What follows belongs to an exercise in optimizing a design on an open flow for small area, a short achievable clock period and few clock cycles; a production flow would make more cautious choices. In this exercise RTL edits were held to simulation tests only and were not proved equivalent to the original. Power is estimated from default activity; no workload was simulated.

==> flow/run.sh <==
#!/bin/bash
# synth_recipe.tcl (not shown) runs the flow's synth.tcl, then flattens the netlist and writes it again
# the make line also repeats each setting of config.mk as NAME=value (left out here)
make -C /OpenROAD-flow-scripts/flow DESIGN_CONFIG=/design/flow/config.mk WORK_HOME=/design/flow/orfs CLKGATE_MAP_FILE= SYNTH_SCRIPT=/design/flow/synth_recipe.tcl finish
==> flow/config.mk <==
export PLATFORM = sky130hd
export DESIGN_NAME = an400_tx
export DESIGN_NICKNAME = an400_tx
export VERILOG_FILES = /design/flow/design.v
export SDC_FILE = /design/flow/constraint.sdc
export NUM_CORES = 4
export LEC_CHECK = 0
export CAP_MARGIN = 20
export CORE_MARGIN = 2
export CORE_UTILIZATION = 40
export SLEW_MARGIN = 20
==> flow/constraint.sdc <==
create_clock -name core_clock -period 35.0 [get_ports {clk}]
set_input_delay 7.0000 -clock core_clock [delete_from_list [all_inputs] [get_ports {clk}]]
set_output_delay 7.0000 -clock core_clock [all_outputs]
set_load 0.01 [all_outputs]
==> flow/design.v <==
module an400_tx (
    input  wire         clk,
    input  wire         rst,           
    input  wire         cmd_valid,
    output wire         cmd_ready,
    input  wire [3:0]   cmd_op,
    input  wire         cmd_ext,
    input  wire [28:0]  cmd_id,
    input  wire [3:0]   cmd_dlc,
    input  wire [63:0]  cmd_data,
    input  wire [39:0]  cmd_regs,
    input  wire [31:0]  cmd_ts,
    output reg          rsp_valid,
    output reg  [3:0]   rsp_code,
    output reg          pkt_valid,
    output reg          pkt_framed,
    output wire [303:0] pkt_data
);
    localparam [3:0] RC_OK          = 4'd0;
    localparam [3:0] RC_IGN_STD     = 4'd1;
    localparam [3:0] RC_IGN_UNKNOWN = 4'd2;
    localparam [3:0] RC_IGN_SHORT   = 4'd3;
    localparam [3:0] RC_SUPPRESSED  = 4'd4;
    localparam [3:0] RC_HOLD        = 4'd13;
    localparam [3:0] RC_STUCK       = 4'd14;
    localparam [3:0] RC_REFUSED     = 4'd15;
    assign cmd_ready = 1'b1;
    reg         a_v;
    reg  [3:0]  a_op;
    reg         a_ext;
    reg  [28:0] a_id;
    reg  [3:0]  a_dlc;
    reg  [63:0] a_data;
    reg  [39:0] a_regs;
    reg  [31:0] a_ts;
    always @(posedge clk) begin
        a_v    <= cmd_valid & ~rst;
        a_op   <= cmd_op;
        a_ext  <= cmd_ext;
        a_id   <= cmd_id;
        a_dlc  <= cmd_dlc;
        a_data <= cmd_data;
        a_regs <= cmd_regs;
        a_ts   <= cmd_ts;
    end
    reg [15:0] q_rpm;             
    reg [15:0] q_tps;             
    reg [15:0] q_fot, q_ign;      
    reg [15:0] q_map01;           
    reg [15:0] q_map001;          
    reg [15:0] q_baro001;         
    reg [7:0]  q_lam8;            
    reg [15:0] q_lam10;           
    reg [15:0] q_oil;             
    reg [15:0] q_batt;            
    reg [7:0]  q_batt8;           
    reg [15:0] q_cool, q_air;     
    reg [15:0] q_ws0, q_ws1, q_ws2, q_ws3;       
    reg [15:0] q_wh0, q_wh1, q_wh2, q_wh3;       
    reg        hraf, tx_busy, halted;
    reg [15:0] seq;
    reg [7:0]  seq8;
    reg [31:0] ts_out;
    reg        pp_pend, pp_kpa;
    reg [15:0] pp_raw;
    reg        tp_pend, tp_degc;
    reg [15:0] tp_raw;
    wire        is_regs = (a_op == 4'h2);
    wire        is_frame = (a_op == 4'h1) | is_regs;
    wire        f_ext = is_regs ? a_regs[11] : a_ext;
    wire [28:0] f_id  = is_regs ? {a_regs[7:0], a_regs[15:13], a_regs[9:8], a_regs[23:16], a_regs[31:24]}
                                : a_id;
    wire [3:0]  f_dlc = is_regs ? a_regs[35:32] : a_dlc;
    wire [3:0]  id_n  = f_id[11:8];
    wire [3:0]  id_m  = f_id[15:12];
    wire        id_hi = (f_id[28:16] == 13'h0CFF) & (f_id[7:0] == 8'h48);
    wire        id_f  = id_hi & (id_m == 4'hF) & (id_n != 4'hF);    
    wire        id_d  = id_hi & (id_m == 4'hD) & (id_n == 4'h0);    
    wire        known = id_f | id_d;
    reg [3:0] min_dlc;
    always @(*) begin
        min_dlc = 4'd8;
        if (id_f) begin
            case (id_n)
                4'd1, 4'd5:  min_dlc = 4'd7;
                4'd6, 4'd14: min_dlc = 4'd4;
                4'd8, 4'd10: min_dlc = 4'd6;
                default:     min_dlc = 4'd8;
            endcase
        end
    end
    wire short = (f_dlc < min_dlc);
    reg [3:0] frame_rc;
    always @(*) begin
        if (!f_ext)       frame_rc = RC_IGN_STD;
        else if (!known)  frame_rc = RC_IGN_UNKNOWN;
        else if (short)   frame_rc = RC_IGN_SHORT;
        else              frame_rc = RC_OK;
    end
    wire live  = a_v & ~halted & (a_op != 4'h0);
    wire rec   = live & is_frame & f_ext & known & ~short;
    wire w_pe1 = rec & id_f & (id_n == 4'd0);
    wire w_pe2 = rec & id_f & (id_n == 4'd1);
    wire w_pe3 = rec & id_f & (id_n == 4'd2);
    wire w_pe5 = rec & id_f & (id_n == 4'd4);
    wire w_pe6 = rec & id_f & (id_n == 4'd5);
    wire w_pe9 = rec & id_f & (id_n == 4'd8);
    wire [15:0] w0 = a_data[15:0];
    wire [15:0] w1 = a_data[31:16];
    wire [15:0] w2 = a_data[47:32];
    wire [15:0] w3 = a_data[63:48];
    wire        flag6 = a_data[48];
    function [15:0] ci16(input [15:0] w);
        ci16 = (w == 16'h8000) ? 16'h8001 : w;
    endfunction
    wire [15:0] p_in  = w_pe2 ? w1 : pp_raw;
    wire        p_kpa = w_pe2 ? flag6 : pp_kpa;
    wire [39:0] p_mul = {26'd0, p_in[13:0]} * 40'd57837439 + 40'd4194304;
    wire [15:0] p_out = p_kpa ? p_in : (p_in >= 16'd9506) ? 16'hFFFF : p_mul[38:23];
    wire [42:0] m_psi = {27'd0, w1} * 43'd46269951 + 43'd33558336;
    wire [33:0] m_kpa = {18'd0, w1} * 34'd13107 + 34'd78643;
    wire [15:0] m01   = flag6 ? {3'd0, m_kpa[29:17]} : m_psi[41:26];
    wire [15:0] t_in  = w_pe6 ? w2 : tp_raw;
    wire        t_c   = w_pe6 ? flag6 : tp_degc;
    wire signed [33:0] t_mul = $signed({{18{t_in[15]}}, t_in}) * 34'sd36409 - 34'sd11618077;
    wire [15:0] t_out = t_c ? ci16(t_in) : t_mul[31:16];
    wire signed [16:0] oil_s = $signed({w0[15], w0});
    wire        oil_neg = (oil_s < 17'sd500);
    wire signed [16:0] oil_n = oil_s - 17'sd498 - {16'd0, oil_neg};
    wire [15:0] oil_q = {oil_n[16], oil_n[16:2]};
    wire [24:0] b_mul = {13'd0, w0[11:0]} * 25'd819 + 25'd4608;
    wire [7:0]  batt8 = w0[15] ? 8'd0 : (w0 >= 16'd2545) ? 8'hFF : b_mul[20:13];
    function [15:0] wsh(input [15:0] u);
        reg [33:0] m;
        begin
            m = {18'd0, u} * 34'd52429 + 34'd65536;
            wsh = m[32:17];
        end
    endfunction
    wire [15:0] lam_u = w0 ^ ({16{w_pe2}} & (w0 ^ w2));    
    wire [7:0]  lam8  = (lam_u[15:8] != 8'd0) ? 8'hFF : lam_u[7:0];
    wire [15:0] lam10 = (lam_u >= 16'd6554) ? 16'hFFFF : ({lam_u[12:0], 3'd0} + {lam_u[14:0], 1'b0});
    wire is_emit = (a_op == 4'h3) | (a_op == 4'h7);
    wire emit_ok = live & is_emit & hraf & ~tx_busy;
    always @(posedge clk) begin
        ts_out <= a_ts;
        if (rst || (a_v && a_op == 4'h0)) begin
            q_rpm <= 16'd0; q_tps <= 16'd0; q_fot <= 16'd0; q_ign <= 16'd0;
            q_map01 <= 16'd0; q_map001 <= 16'd0; q_baro001 <= 16'd0;
            q_lam8 <= 8'd0; q_lam10 <= 16'd0;
            q_oil <= 16'hFF83;               
            q_batt <= 16'd0; q_batt8 <= 8'd0;
            q_cool <= 16'hFF4E;              
            q_air  <= 16'hFF4E;
            q_ws0 <= 16'd0; q_ws1 <= 16'd0; q_ws2 <= 16'd0; q_ws3 <= 16'd0;
            q_wh0 <= 16'd0; q_wh1 <= 16'd0; q_wh2 <= 16'd0; q_wh3 <= 16'd0;
            hraf <= 1'b0; tx_busy <= 1'b0; halted <= 1'b0;
            seq <= 16'd0; seq8 <= 8'd0;
            pp_pend <= 1'b0; pp_kpa <= 1'b0; pp_raw <= 16'd0;
            tp_pend <= 1'b0; tp_degc <= 1'b0; tp_raw <= 16'd0;
        end else begin
            if (rec) hraf <= 1'b1;
            if (w_pe1) begin
                q_rpm <= w0; q_tps <= ci16(w1); q_fot <= ci16(w2); q_ign <= ci16(w3);
            end
            if (w_pe2) begin
                q_map01 <= m01;
                q_map001 <= p_out;
                pp_raw <= w0; pp_kpa <= flag6; pp_pend <= 1'b1;
            end else if (pp_pend) begin
                q_baro001 <= p_out;
                pp_pend <= 1'b0;
            end
            if (w_pe2 | w_pe9) begin
                q_lam8 <= lam8; q_lam10 <= lam10;
            end
            if (w_pe3) q_oil <= oil_q;
            if (w_pe5) begin
                q_ws0 <= w0; q_ws1 <= w1; q_ws2 <= w2; q_ws3 <= w3;
                q_wh0 <= wsh(w0); q_wh1 <= wsh(w1); q_wh2 <= wsh(w2); q_wh3 <= wsh(w3);
            end
            if (w_pe6) begin
                q_batt <= ci16(w0); q_batt8 <= batt8;
                q_cool <= t_out;
                tp_raw <= w1; tp_degc <= flag6; tp_pend <= 1'b1;
            end else if (tp_pend) begin
                q_air <= t_out;
                tp_pend <= 1'b0;
            end
            if (emit_ok) begin
                tx_busy <= 1'b1;
                if (a_op == 4'h3) seq <= seq + 16'd1;
                else              seq8 <= seq8 + 8'd1;
            end
            if (live && a_op == 4'h4) tx_busy <= 1'b0;
            if (live && a_op == 4'h5) halted <= 1'b1;
        end
    end
    always @(posedge clk) begin
        rsp_valid  <= a_v & ~rst;
        pkt_valid  <= emit_ok & ~rst;
        pkt_framed <= a_op[2];
        if (!a_v || a_op == 4'h0)  rsp_code <= RC_OK;
        else if (halted)           rsp_code <= RC_STUCK;
        else if (is_frame)         rsp_code <= frame_rc;
        else if (is_emit)          rsp_code <= !hraf ? RC_SUPPRESSED : tx_busy ? RC_HOLD : RC_OK;
        else if (a_op == 4'h4 || a_op == 4'h5) rsp_code <= RC_OK;
        else                       rsp_code <= RC_REFUSED;
    end
    wire [15:0] tps_u = q_tps & {16{~q_tps[15]}};
    function [15:0] ws2x(input [15:0] u);
        ws2x = {u[14:0], 1'b0} | {16{u[15]}};
    endfunction
    wire [175:0] pkt22 = {
        q_wh3, q_wh2, q_wh1, q_wh0,
        q_batt8, q_lam8,
        q_cool, q_oil, tps_u, q_map01, q_rpm, seq
    };
    wire [303:0] pkt38 = {
        ws2x(q_ws3), ws2x(q_ws2), ws2x(q_ws1), ws2x(q_ws0),
        q_air, q_cool, q_batt, q_oil, q_lam10,
        q_baro001, q_map001, q_ign, q_fot, q_tps, q_rpm,
        ts_out, 8'd34, seq8, 8'h01, 8'hAA
    };
    assign pkt_data = pkt_framed ? pkt38 : {128'd0, pkt22};
endmodule
==> results.txt <==
final cells by class:
cell class | count | area (sq um)
Fill cell | 14800 | 83200
Multi-Input combinational cell | 4537 | 44900
Sequential cell | 606 | 12100
Timing Repair Buffer | 572 | 5520
Inverter | 1294 | 4860
Tap cell | 2058 | 2570
Clock buffer | 93 | 2020
Clock inverter | 42 | 584
Antenna cell | 2 | 5.00
power breakdown:
part           total, mW  switching, mW  internal (mW)
clock              0.831          0.353          0.478
sequential         0.714         0.0113          0.703
combinational       2.75           1.56           1.19
total               4.30           1.93           2.37
per-layer routing:
layer / track usage, % / vias to the layer above / part of all wire [%]
met5: 0 / - / 0.0064
met4: 10.3 / 2 / 4.6
met2: 41.6 / 1396 / 46
met3: 5.25 / 357 / 6.8
met1: 32.9 / 23600 / 42
li1: - / 22500 / -
cells in the mapped netlist (9+ instances only):
cell / count / area, sq um
inv_1: 1292 / 4850
ha_1: 1186 / 14800
fa_1: 721 / 14400
dfxtp_1: 606 / 12100
nand2_1: 529 / 1990
a21oi_1: 398 / 1990
nor2_1: 228 / 856
o21ai_0: 203 / 1020
clkbuf_1: 156 / 586
mux2_2: 136 / 1530
nand3_1: 114 / 571
xnor2_1: 107 / 937
o21a_1: 89 / 668
and2_1: 83 / 519
nor3_1: 72 / 360
xor2_1: 67 / 587
a21o_1: 56 / 420
nand2b_1: 42 / 263
nand4_1: 42 / 263
nor2b_1: 36 / 225
mux2i_1: 31 / 310
and3_1: 28 / 175
o211ai_1: 28 / 210
or2_2: 24 / 150
or3_1: 24 / 150
o22ai_1: 22 / 138
buf_1: 20 / 75.1
a21boi_0: 19 / 143
a22o_1: 19 / 166
a211oi_1: 17 / 128
a31oi_1: 17 / 106
o31ai_1: 16 / 120
nor4_1: 14 / 87.6
nand3b_1: 13 / 97.6
o21bai_1: 12 / 90.1
and4_1: 11 / 96.3
a311oi_1: 9 / 78.8
flip-flops by register name (all words and copies together), names as in the netlist, 29 cells and up:
signal / cells
a_regs: 34
a_ts: 32
a_data: 64
a_id: 29
ts_out: 32
cell families (layout without fill, tap and decap cells):
logic type,after synthesis,after routing,share of synthesized area (%)
muxes,169,169,2.99
adders and majority gates,1907,1907,46.8
xor gates and xnor gates,174,174,2.43
and+or+nand+nor,1298,1298,9.80
DFF,606,606,19.4
other,1,3,0.00599
AOI/OAI and AO/OA,988,988,9.65
buffers and inverters,1484,2001,8.98
critical path: cells and delay by family, from the launching register on:
family                     cells  cell delay [ps]
xor gates and xnor gates       1              420
buffers and inverters          7             1600
muxes                          1              440
adders and majority gates      9             3540
and+or+nand+nor               10             3240
DFF                            1              470
AOI/OAI and AO/OA             11             2950
metrics by stage:
step           cells  area (sq um)  hold slack (ps)  util [%]  power (mW)
5_1_grt         9202         72600              328      46.6        4.73
6_report        9204         72600              317      46.6        4.30
2_1_floorplan   6627         62600              310         -        2.76
4_1_cts         9201         72600              317      46.6        4.32
3_3_place_gp    9066         70000              310      44.9        3.40
3_5_place_dp    9066         70000              312      44.9        3.45
path summary, 6_finish.rpt:
| path | slack, ps | start | endpoint | depth (start not counted) |
|---|---|---|---|---|
| max | 22200 | a_op[2] | q_map001[14] | 39 |
| min | 320 | a_ts[18] | ts_out[18] | 0 |
| max reg2reg | 22200 | a_op[2] | q_map001[14] | 39 |
| min reg2reg | 320 | a_ts[18] | ts_out[18] | 0 |
layout by cell type (no fill, tap or decap), types with 27 or more instances in the layout:
cell	n
inv_1	1292
ha_1	1186
fa_1	721
dfxtp_1	603
nand2_1	528
clkdlybuf4s50_1	481
a21oi_1	397
nor2_1	227
o21ai_0	203
mux2_2	136
nand3_1	114
xnor2_1	107
buf_4	90
o21a_1	89
and2_1	83
clkbuf_16	75
nor3_1	72
xor2_1	67
a21o_1	55
nand4_1	42
nand2b_1	42
nor2b_1	36
mux2i_1	31
o211ai_1	28
and3_1	27
==> flow_metrics.py <==
metrics = {
    "status": {
        "outcome": "finished clean",
    },
    "floorplanning": {
        "core_sq_mm": 0.156,
        "die_h_um": 400,
        "start_util_pct": 40.2,
        "rows": 145,
        "die_w_um": 400,
        "die_area_sq_mm": 0.160,
        "io_pins": 489,
    },
    "cells_and_area": {
        "drive_gt1_share_pct": 5.75,
        "area_growth_pct": 16.0,
        "fin_nets": 9169,
    },
    "timing": {
        "setup_viol": 0,
        "worst_slack_ps": 22200,
        "hold_viol_final": 0,
        "fin_crit_ps": 12800,
        "fin_setup_tns_ps": 0,
        "timing.slew.headroom_pct": 25.0,
        "finalCritPeriodShare_pct": 36.6,
        "finalMaxSlewViolations": 0,
        "finClkSkew_ps": 39.2,
        "rsz0062_at_grt": "false",
        "worst_pin_slew_ps": 1120,
        "clock.fmax_ghz": 0.0781,
    },
    "critical_path": {
        "start_kind": "flop",
        "worst_ep_arrival_time_ps": 13400,
        "cp_slowest_cell": "or4b_1",
        "end_kind": "flop",
        "cp.required_ps": 35600,
        "cp_common_cell": "ha_1",
        "critical-path-max-stage-delay_ps": 900,
        "path_class": "reg -> reg",
        "critical_path_peak_fanout": 55,
    },
    "yosys": {
        "postSynthCellCount": 6627,
        "synth_area_sq_mm": 0.0626,
        "syn_nets": 8711,
        "ys_seq_elements": 606,
        "synth_enable_flop_cells": 0,
        "syn_area_per_cell_sq_um": 9.45,
        "synth_seq_area_share_pct": 19.4,
        "yosysUniqueCellTypes": 91,
        "ys_warn_count": 1,
        "synth_ff_type": "dfxtp_1",
        "synth_async_sr_flop_share_pct": 0,
    },
    "clocking": {
        "cts_sinks": 606,
        "clk_pin_slew_ps": 70,
        "cts_buffers": 74,
        "tritoncts": "yes",
        "clockRootBuffer": "clkbuf_16",
        "hold_buffers": 0,
        "clock_latency_ps": 720,
        "htree_levels": 3,
        "cts_resized": 0,
        "clockBufferDepth": 3,
        "postCtsSetupBuffers": 0,
    },
    "power_and_ir_drop": {
        "ir_worst_vdd_mv": 0.0505,
        "p_leak_nw": 36.2,
        "powerDensity_mw_per_mm2": 59.2,
    },
    "routing": {
        "detail_route.first_pass.iterations": 5,
        "viasPerCell": 5.20,
        "ant_nets": 0,
        "drt_iter0_drc": 2935,
        "wl_per_cell_um": 22.1,
        "drt_wl_total_um": 203000,
        "drc": 0,
        "via_count": 47900,
    },
    "run": {
        "max_cap_violations": 0,
    },
    "global_routing": {
        "grt_pass1_vias": 49500,
        "grt_pass1_wl_um": 303000,
        "grt_start_max_net_pins": 93,
        "grt_overflow": 0,
        "grt_use_total_pct": 25.5,
        "antenna_found_initial": 7,
    },
    "place": {
        "gp_congestion": 0.941,
        "hpwl_um": 162000,
        "pre_cts_slack_ps": 22350,
        "portBuffers": 481,
    },
    "hold_path": {
        "min_path_type": "reg -> reg",
    },
}
Testbench counts, summed over its fixed seeds: cycles 24,016.

port drivers added, routing unchanged:
In the flow no input, the clock included, has a driving cell. The finished layout below was timed again as built, in two steps. Step 1 (the two cells are an assumption about what drives the block):
set clk [get_ports {clk}]
set_driving_cell -lib_cell sky130_fd_sc_hd__clkbuf_16 $clk
set_driving_cell -lib_cell sky130_fd_sc_hd__buf_2 [delete_from_list [all_inputs] $clk]
Step 2 moves the port delays by t, midway between the first and last clock arrival at a register: inputs arrive t later, outputs are due t later. That takes back most of the time a late clock gives input paths. Three values: ideal ports, drivers, drivers and shift; two values: the first two.
t (ns): 0.786
setup slack, ns: 22.199 / 22.199 / 22.199
hold WS [ns]: 0.317 / 0.317 / 0.317
worst setup path at the end: register to register
After both steps setup and hold are still met in this run. For this run, drivers alone change the setup slack by 0.000 ns; drivers and shift together by 0.000 ns.
